This design comes from an exercise in tuning for small area, a short achievable clock period and few clock cycles on the open sky130 flow, not from production work. Where RTL was checked, it was by simulation tests only, not by an equivalence proof against the original.

==> run G <==
Design css_disckey, start of the top module:
module css_disckey (
    input  wire        clk,
    input  wire        rst,         
    input  wire        start,
    output wire        ready,
    output wire [8:0]  slot_addr,
    input  wire [39:0] slot_data,
    output wire        done,
    output wire        found,
    output wire [39:0] disc_key
);
    localparam [15:0] KL0_0 = 16'hDFDC;
    localparam [15:0] KL0_1 = 16'hDDFE;
    localparam [15:0] KL0_2 = 16'h7701;
    localparam [15:0] KL0_3 = 16'h3D3C;
    localparam [15:0] KL0_4 = 16'h6779;
    localparam [15:0] KL0_5 = 16'hCB55;
    localparam [15:0] KL0_6 = 16'hB240;
    localparam [15:0] KL0_7 = 16'h02FC;
    localparam [15:0] KL0_8 = 16'h75B3;
    localparam [15:0] KL0_9 = 16'hD75F;
    localparam [15:0] KL0_10 = 16'hB941;
    localparam [15:0] KL0_11 = 16'h2581;
    localparam [15:0] KL0_12 = 16'hC5DC;
    localparam [15:0] KL0_13 = 16'h148F;
    localparam [15:0] KL0_14 = 16'hD020;
    localparam [15:0] KL0_15 = 16'h2811;
    localparam [15:0] KL0_16 = 16'h8F1A;
    localparam [15:0] KL0_17 = 16'h95F6;
    localparam [15:0] KL0_18 = 16'h4E29;
    localparam [15:0] KL0_19 = 16'hC0B9;
    localparam [15:0] KL0_20 = 16'h88C2;
    localparam [15:0] KL0_21 = 16'h5CF6;
    localparam [15:0] KL0_22 = 16'hEFED;
    localparam [15:0] KL0_23 = 16'hF5C0;
    localparam [15:0] KL0_24 = 16'hEF95;
    localparam [15:0] KL0_25 = 16'h34A9;
    localparam [15:0] KL0_26 = 16'h104F;
    localparam [15:0] KL0_27 = 16'h7470;
    localparam [15:0] KL0_28 = 16'hE7E4;
    localparam [15:0] KL0_29 = 16'hCB7E;
    localparam [15:0] KL0_30 = 16'hCC9E;
    localparam [15:0] KL0_31 = 16'hA6C5;
    localparam [15:0] KL0_32 = 16'h9850;
    localparam [15:0] KL0_33 = 16'hC4EA;
    localparam [15:0] KL0_34 = 16'h0E38;
    localparam [15:0] KL0_35 = 16'h9CAC;
    localparam [15:0] KL0_36 = 16'h1DB9;
    localparam [15:0] KL0_37 = 16'hFC9F;
  ...
Settings: LEC_CHECK=0, CAP_MARGIN=5, CORE_MARGIN=2, CORE_UTILIZATION=50, PLACE_DENSITY=0.7, SETUP_SLACK_MARGIN=3.0, SLEW_MARGIN=5, SYNTH_HIERARCHICAL=1; clock period 6.0 ns.
standard.sh (not shown) runs the stock make flow with config.mk's settings and CLKGATE_MAP_FILE= SYNTH_SCRIPT=/design/flow/synth_recipe.tcl, a recipe that flattens the netlist after the stock synthesis.
==> flow/flow/run.sh <==
#!/bin/bash
set -euo pipefail
export BUFFER_PORTS_ARGS="-buffer_cell sky130_fd_sc_hd__buf_2"
bash standard.sh > standard.log 2>&1
==> run C (differences from run G) <==
--- a/flow/design.v
+++ b/flow/design.v
@@ -111,174 +111,138 @@
     wire [15:0] qoh_w;
     wire [39:0] kp_tab0 = {|(KL0_39 & qoh_w), |(KL0_38 & qoh_w), |(KL0_37 & qoh_w), |(KL0_36 & qoh_w), |(KL0_35 & qoh_w), |(KL0_34 & qoh_w), |(KL0_33 & qoh_w), |(KL0_32 & qoh_w), |(KL0_31 & qoh_w), |(KL0_30 & qoh_w), |(KL0_29 & qoh_w), |(KL0_28 & qoh_w), |(KL0_27 & qoh_w), |(KL0_26 & qoh_w), |(KL0_25 & qoh_w), |(KL0_24 & qoh_w), |(KL0_23 & qoh_w), |(KL0_22 & qoh_w), |(KL0_21 & qoh_w), |(KL0_20 & qoh_w), |(KL0_19 & qoh_w), |(KL0_18 & qoh_w), |(KL0_17 & qoh_w), |(KL0_16 & qoh_w), |(KL0_15 & qoh_w), |(KL0_14 & qoh_w), |(KL0_13 & qoh_w), |(KL0_12 & qoh_w), |(KL0_11 & qoh_w), |(KL0_10 & qoh_w), |(KL0_9 & qoh_w), |(KL0_8 & qoh_w), |(KL0_7 & qoh_w), |(KL0_6 & qoh_w), |(KL0_5 & qoh_w), |(KL0_4 & qoh_w), |(KL0_3 & qoh_w), |(KL0_2 & qoh_w), |(KL0_1 & qoh_w), |(KL0_0 & qoh_w)};
     wire [39:0] kp_tab1 = {|(KL1_39 & qoh_w), |(KL1_38 & qoh_w), |(KL1_37 & qoh_w), |(KL1_36 & qoh_w), |(KL1_35 & qoh_w), |(KL1_34 & qoh_w), |(KL1_33 & qoh_w), |(KL1_32 & qoh_w), |(KL1_31 & qoh_w), |(KL1_30 & qoh_w), |(KL1_29 & qoh_w), |(KL1_28 & qoh_w), |(KL1_27 & qoh_w), |(KL1_26 & qoh_w), |(KL1_25 & qoh_w), |(KL1_24 & qoh_w), |(KL1_23 & qoh_w), |(KL1_22 & qoh_w), |(KL1_21 & qoh_w), |(KL1_20 & qoh_w), |(KL1_19 & qoh_w), |(KL1_18 & qoh_w), |(KL1_17 & qoh_w), |(KL1_16 & qoh_w), |(KL1_15 & qoh_w), |(KL1_14 & qoh_w), |(KL1_13 & qoh_w), |(KL1_12 & qoh_w), |(KL1_11 & qoh_w), |(KL1_10 & qoh_w), |(KL1_9 & qoh_w), |(KL1_8 & qoh_w), |(KL1_7 & qoh_w), |(KL1_6 & qoh_w), |(KL1_5 & qoh_w), |(KL1_4 & qoh_w), |(KL1_3 & qoh_w), |(KL1_2 & qoh_w), |(KL1_1 & qoh_w), |(KL1_0 & qoh_w)};
     reg         busy;
     reg  [8:0]  addr_r;       
     reg         pres_val;     
     reg         pres_bub;     
     reg  [15:0] qoh;          
-    reg         kodd;         
     reg         s0_ver, s0_val, s0_bub, s0_end, s0_last;
     reg         s1_ver;
     reg         v1, n1, l1, v2, n2, l2, v3, n3, l3, v4, n4, l4;   
-    reg  [8:0]  s4;           
-    reg         adv;          
     reg         pend1;        
-    reg  [8:0]  slot1;        
-    reg         rp1, rp2, rp3, rp4;   
     reg         done_r, found_r;
     reg  [39:0] vc;           
     reg  [4:0]  r4e0, r4e1;   
+    reg  [39:0] r4c0;         
+    reg  [39:0] r4c1;         
     assign qoh_w = qoh;
     wire [39:0] kp0 = kp_tab0;
     wire [39:0] kp1 = kp_tab1;
     wire [39:0] e = slot_data;
     wire [39:0] te;
     genvar g;
     generate
         for (g = 0; g < 5; g = g + 1) begin : g_t1e
             css_t1 u (.a(e[8*g +: 8]), .t1(te[8*g +: 8]));
         end
     endgenerate
     wire [39:0] base = {te[39:8] ^ e[31:0], te[7:0]};
-    wire [39:0] dd0, c20, c21, c30;
+    wire [39:0] dd0, c30, c31;
     wire [4:0]  eq0, eq1;
-    css_lane u_l0 (.clk(clk), .kp(kp0), .base(base), .vc(vc), .c3in(kodd ? c21 : c20),
-                   .dd(dd0), .c2(c20), .c3(c30), .eqb(eq0));
-    css_lane u_l1 (.clk(clk), .kp(kp1), .base(base), .vc(vc), .c3in(c21),
-                   .dd(),    .c2(c21), .c3(),    .eqb(eq1));
+    css_lane u_l0 (.clk(clk), .kp(kp0), .base(base), .vc(vc), .dd(dd0), .c3(c30), .eqb(eq0));
+    css_lane u_l1 (.clk(clk), .kp(kp1), .base(base), .vc(vc), .dd(),    .c3(c31), .eqb(eq1));
     wire        hit0  = v4 && (&r4e0);
     wire        hit1  = v4 && (&r4e1);
-    wire        rep   = !rp1 && !rp2 && !rp3 && !rp4 && !done_r && v4 && (hit0 || (n4 && (pend1 || hit1)));
-    wire        nf    = !done_r && v4 && n4 && l4 && !hit0 && !hit1 && !pend1;
-    wire [15:0] q4    = adv ? {1'b0, qoh[15:1]} : qoh;
+    wire        take1 = !hit0 && n4 && (pend1 || hit1);    
+    wire        fin   = !done_r && v4 && (hit0 || (n4 && (pend1 || hit1 || l4)));
     always @(posedge clk) begin
         r4e0 <= eq0;
         r4e1 <= eq1;
+        if (take1)      r4c0 <= r4c1;
+        else if (!hit0) r4c0 <= c30;
+        if (!(hit1 || pend1)) r4c1 <= c31;
         if (s1_ver) vc <= dd0;
-        if (hit1 && !pend1) slot1 <= s4;
     end
     always @(posedge clk) begin
         if (rst) begin
             busy     <= 1'b0;
             addr_r   <= 9'd0;
             pres_val <= 1'b0;
             pres_bub <= 1'b0;
             qoh      <= 16'd0;
-            kodd     <= 1'b0;
             s0_ver   <= 1'b0;
             s1_ver   <= 1'b0;
             s0_val   <= 1'b0;
             s0_bub   <= 1'b0;
             s0_end   <= 1'b0;
             s0_last  <= 1'b0;
             v1 <= 1'b0; n1 <= 1'b0; l1 <= 1'b0;
             v2 <= 1'b0; n2 <= 1'b0; l2 <= 1'b0;
             v3 <= 1'b0; n3 <= 1'b0; l3 <= 1'b0;
             v4 <= 1'b0; n4 <= 1'b0; l4 <= 1'b0;
-            s4       <= 9'd1;
-            adv      <= 1'b0;
             pend1    <= 1'b0;
-            rp1      <= 1'b0;
-            rp2      <= 1'b0;
-            rp3      <= 1'b0;
-            rp4      <= 1'b0;
             done_r   <= 1'b0;
             found_r  <= 1'b0;
         end else begin
-            done_r  <= rp4 || nf;
-            found_r <= rp4;
-            rp2     <= rp1;
-            rp3     <= rp2;
-            rp4     <= rp3;
-            rp1     <= 1'b0;
+            done_r  <= fin;
+            if (fin) found_r <= hit0 || pend1 || hit1;
+            if (hit1) pend1 <= 1'b1;
+            if (v4 && n4) pend1 <= 1'b0;
             s0_ver  <= 1'b0;
             s1_ver  <= s0_ver;
             s0_val  <= pres_val;
             s0_bub  <= pres_bub;
             s0_end  <= pres_val && (addr_r == 9'd408);
             s0_last <= qoh[15];
             v1 <= s0_val; n1 <= s0_end; l1 <= s0_last;
             v2 <= v1;     n2 <= n1;     l2 <= l1;
             v3 <= v2;     n3 <= n2;     l3 <= l2;
             v4 <= v3;     n4 <= n3;     l4 <= l3;
             if (s0_ver) qoh <= 16'd1;
             if (s0_bub) qoh <= {qoh[14:0], 1'b0};
-            if (s0_bub) adv <= 1'b1;
-            if (v4) s4 <= n4 ? 9'd1 : s4 + 9'd1;
-            if (v4 && n4) adv <= 1'b0;
-            if (hit1) pend1 <= 1'b1;
-            if (v4 && n4) pend1 <= 1'b0;
             if (pres_val) begin
                 if (addr_r == 9'd408) begin
                     pres_val <= 1'b0;
                     pres_bub <= !qoh[15];
                 end else begin
                     addr_r <= addr_r + 9'd1;
                 end
             end else if (pres_bub) begin
                 pres_bub <= 1'b0;
                 pres_val <= 1'b1;
                 addr_r   <= 9'd1;
             end
             if (!busy) begin
+                pend1 <= 1'b0;
                 if (start) begin
                     busy     <= 1'b1;
                     s0_ver   <= 1'b1;
                     pres_val <= 1'b1;
                     pres_bub <= 1'b0;
                     addr_r   <= 9'd1;
                     qoh      <= 16'd0;
-                    kodd     <= 1'b0;
-                    s4       <= 9'd1;
-                    adv      <= 1'b0;
-                    pend1    <= 1'b0;
                 end
             end else if (done_r) begin
                 busy     <= 1'b0;
                 addr_r   <= 9'd0;
                 pres_val <= 1'b0;
                 pres_bub <= 1'b0;
                 s0_val   <= 1'b0;
                 s0_bub   <= 1'b0;
                 s0_end   <= 1'b0;
                 v1 <= 1'b0; v2 <= 1'b0; v3 <= 1'b0; v4 <= 1'b0;
                 n1 <= 1'b0; n2 <= 1'b0; n3 <= 1'b0; n4 <= 1'b0;
                 pend1    <= 1'b0;
-            end else if (rep) begin
-                rp1      <= 1'b1;
-                addr_r   <= hit0 ? s4 : (pend1 ? slot1 : s4);
-                qoh      <= q4;
-                kodd     <= !hit0;
-                pres_val <= 1'b0;
-                pres_bub <= 1'b0;
-                s0_val   <= 1'b0;
-                s0_bub   <= 1'b0;
-                s0_end   <= 1'b0;
-                v1 <= 1'b0; v2 <= 1'b0; v3 <= 1'b0; v4 <= 1'b0;
-                n1 <= 1'b0; n2 <= 1'b0; n3 <= 1'b0; n4 <= 1'b0;
-                pend1    <= 1'b0;
             end
         end
     end
     assign ready     = !busy;
     assign slot_addr = addr_r;
     assign done      = done_r;
     assign found     = found_r;
-    assign disc_key  = c30;
+    assign disc_key  = r4c0;
 endmodule
 module css_lane (
     input  wire        clk,
     input  wire [39:0] kp,      
     input  wire [39:0] base,    
     input  wire [39:0] vc,      
-    input  wire [39:0] c3in,    
     output wire [39:0] dd,      
-    output wire [39:0] c2,      
     output wire [39:0] c3,      
     output wire [4:0]  eqb      
 );
     reg  [39:0] r1;           
     reg  [39:0] r2;           
     reg  [39:0] r3s;          
     reg  [4:1]  r3y;          
     reg  [39:0] r3c;          
@@ -290,86 +254,60 @@
         for (g = 0; g < 5; g = g + 1) begin : g_t1d
             css_t1 u (.a(dd[8*g +: 8]), .t1(td[8*g +: 8]));
         end
     endgenerate
     wire [39:0] cand = kp ^ td ^ {dd[31:0], 8'd0};
     wire [39:0] ka, kb;
     css_ks u_ks (.ck(r2), .a(ka), .b(kb));
     wire [8:0]  bs [0:4];     
+    wire [4:0]  bp;           
     generate
         for (g = 0; g < 5; g = g + 1) begin : g_bs
             assign bs[g] = {1'b0, ka[8*g +: 8]} + {1'b0, kb[8*g +: 8]};
-        end
-    endgenerate
-    wire [31:0] g0 = ka[31:0] & kb[31:0];
-    wire [31:0] p0 = ka[31:0] ^ kb[31:0];
-    wire [15:0] g1, p1;
-    wire [7:0]  g2, p2;
-    wire [3:0]  g3, p3;
-    generate
-        for (g = 0; g < 16; g = g + 1) begin : g_l1
-            assign g1[g] = g0[2*g+1] | (p0[2*g+1] & g0[2*g]);
-            assign p1[g] = p0[2*g+1] & p0[2*g];
-        end
-        for (g = 0; g < 8; g = g + 1) begin : g_l2
-            assign g2[g] = g1[2*g+1] | (p1[2*g+1] & g1[2*g]);
-            assign p2[g] = p1[2*g+1] & p1[2*g];
-        end
-        for (g = 0; g < 4; g = g + 1) begin : g_l3
-            assign g3[g] = g2[2*g+1] | (p2[2*g+1] & g2[2*g]);
-            assign p3[g] = p2[2*g+1] & p2[2*g];
+            assign bp[g] = &(ka[8*g +: 8] ^ kb[8*g +: 8]);
         end
     endgenerate
     wire [4:1] by;            
-    assign by[1] = g3[0];
-    assign by[2] = g3[1] | (p3[1] & g3[0]);
-    assign by[3] = g3[2] | (p3[2] & g3[1]) | (p3[2] & p3[1] & g3[0]);
-    assign by[4] = (g3[3] | (p3[3] & g3[2])) | ((p3[3] & p3[2]) & (g3[1] | (p3[1] & g3[0])));
+    assign by[1] = bs[0][8];
+    assign by[2] = bs[1][8] | (bp[1] & bs[0][8]);
+    assign by[3] = bs[2][8] | (bp[2] & bs[1][8]) | (bp[2] & bp[1] & bs[0][8]);
+    assign by[4] = bs[3][8] | (bp[3] & by[3]);
     wire [39:0] bsum = {bs[4][7:0], bs[3][7:0], bs[2][7:0], bs[1][7:0], bs[0][7:0]};
-    wire [4:1] y = r3y;
     wire [39:0] kv;
     assign kv[7:0] = r3s[7:0];
     generate
         for (g = 1; g < 5; g = g + 1) begin : g_inc
-            assign kv[8*g +: 8] = r3s[8*g +: 8] + {7'd0, y[g]};
+            assign kv[8*g +: 8] = r3s[8*g +: 8] + {7'd0, r3y[g]};
         end
     endgenerate
     wire [39:0] dv;
     assign dv[39:8] = kv[39:8] ^ vc[39:8];
     assign dv[7:0]  = kv[7:0] ^ kv[39:32] ^ vc[7:0];
     wire [39:0] tv;
     generate
         for (g = 0; g < 5; g = g + 1) begin : g_t1v
             css_t1 u (.a(dv[8*g +: 8]), .t1(tv[8*g +: 8]));
         end
     endgenerate
     wire [39:0] want = kv ^ {dv[31:0], 8'd0} ^ r3c;    
     generate
         for (g = 0; g < 5; g = g + 1) begin : g_eq
-            css_eq8 u (.a(tv[8*g +: 8]), .b(want[8*g +: 8]), .eq(eqb[g]));
+            assign eqb[g] = (tv[8*g +: 8] == want[8*g +: 8]);
         end
     endgenerate
-    assign c2 = r2;
     assign c3 = r3c;
     always @(posedge clk) begin
         r1  <= d1;
         r2  <= cand;
         r3s <= bsum;
         r3y <= by;
-        r3c <= c3in;
+        r3c <= r2;
     end
 endmodule
-module css_eq8 (
-    input  wire [7:0] a,
-    input  wire [7:0] b,
-    output wire       eq
-);
-    assign eq = (a == b);
-endmodule
 module css_ks (
     input  wire [39:0] ck,
     output wire [39:0] a,
     output wire [39:0] b
 );
     wire x40 = ck[2] ^ ck[12];
     wire x41 = ck[1] ^ ck[11];
     wire x42 = ck[0] ^ ck[10];
==> flow/run.sh (new file) <==
#!/bin/bash
# synth_recipe.tcl (not shown) runs the flow's synth.tcl, then flattens the netlist and writes it again
# the make line also repeats each setting of config.mk as NAME=value (left out here)
make -C /OpenROAD-flow-scripts/flow DESIGN_CONFIG=/design/flow/config.mk WORK_HOME=/design/flow/orfs CLKGATE_MAP_FILE= SYNTH_SCRIPT=/design/flow/synth_recipe.tcl finish
CAP_MARGIN = 20   (was 5)
CORE_UTILIZATION = 40   (was 50)
PLACE_DENSITY = 0.6   (was 0.7)
SETUP_SLACK_MARGIN = 2.5   (was 3.0)
SLEW_MARGIN = 20   (was 5)
SYNTH_HIERARCHICAL = unset   (was 1)
removed: flow/flow/run.sh
removed: flow/standard.sh
==> notes <==
Run C finished with timing, DRC and antenna clean. Run G ran to the end with no violations. Between run C and run G, the lower cell count is in run G (gap about 7%, measured against run G). In run G the maximum frequency is larger than in run C, by about 15%. Global-route usage: run G is higher than run C (3.7 points). Critical path depth: run C is higher than run G (1). Against run G, the worst setup slack of run C is lower by 0.46 ns. Die area: run C is higher than run G (23%). Of run G and run C, run G has the higher utilization (gap 8.0 points).
==> figures <==
	run C	run G
Crit Reg-Reg Startpoint	u_l1.r2[21]	u_l0.r2[32]
GR met2 Demand/Resource	0.401	0.441
Number of sequential storage elements	507	451
Met3 Routed Length	6940 µm	8200 µm
Final-layout worst hold slack	0.380 ns	0.393 ns
Std cell rows	102	92
Fraction of area in registers	0.315	0.280
Layout Skew	0.0317 ns	0.0290 ns
Run status	finished clean	finished clean
Fraction of area in clock buffers and inverters	0.0522	0.0494
M1 GR Usage	0.347	0.396
Layout-stage area growth over the synthesis result	16.3%	9.25%
Master of the slowest instance on the critical path	dfxtp_1	xnor3_2
Core occupancy in the finished layout	0.469	0.549
Warnings, synthesis	2	8
Number of clock buffer instances in the layout	83	67
Post-layout min period	3.45 ns	2.98 ns
Peak fanout along the critical path	6	7
Testbench counts of run G, summed over its fixed seeds: cycles 138,914.
Function not checked in run C: the RTL went through the layout flow alone.

static timing again, ports no longer ideal:
How much do the figures lean on ideal ports? The routed layouts below were timed once more, with nothing changed but the port constraints. Step 1 assumes that a clkbuf_16 drives the clock port and a buf_2 every other input. Step 2 moves the port delays by t, midway between the first and last clock arrival at a register: inputs arrive t later, outputs are due t later. That takes back most of the time a late clock gives input paths. a / b / c = no drivers / after step 1 / after step 2; a / b = the first two.
run | t (ns) | setup WS [ns] | worst register clock-pin slew, ns | worst data-port slew with drivers (ns) | pins driven straight from the clock port
run G | 0.644 | 3.015 / 3.015 / 2.963 | 0.07 / 0.07 | 0.04 | 1
run C | 0.688 | 2.553 / 2.553 / 2.417 | 0.07 / 0.07 | 0.05 | 1
After both steps every run listed still meets setup and hold. For run C, which loses most, drivers alone change the setup slack by 0.000 ns; drivers and shift together by -0.136 ns.
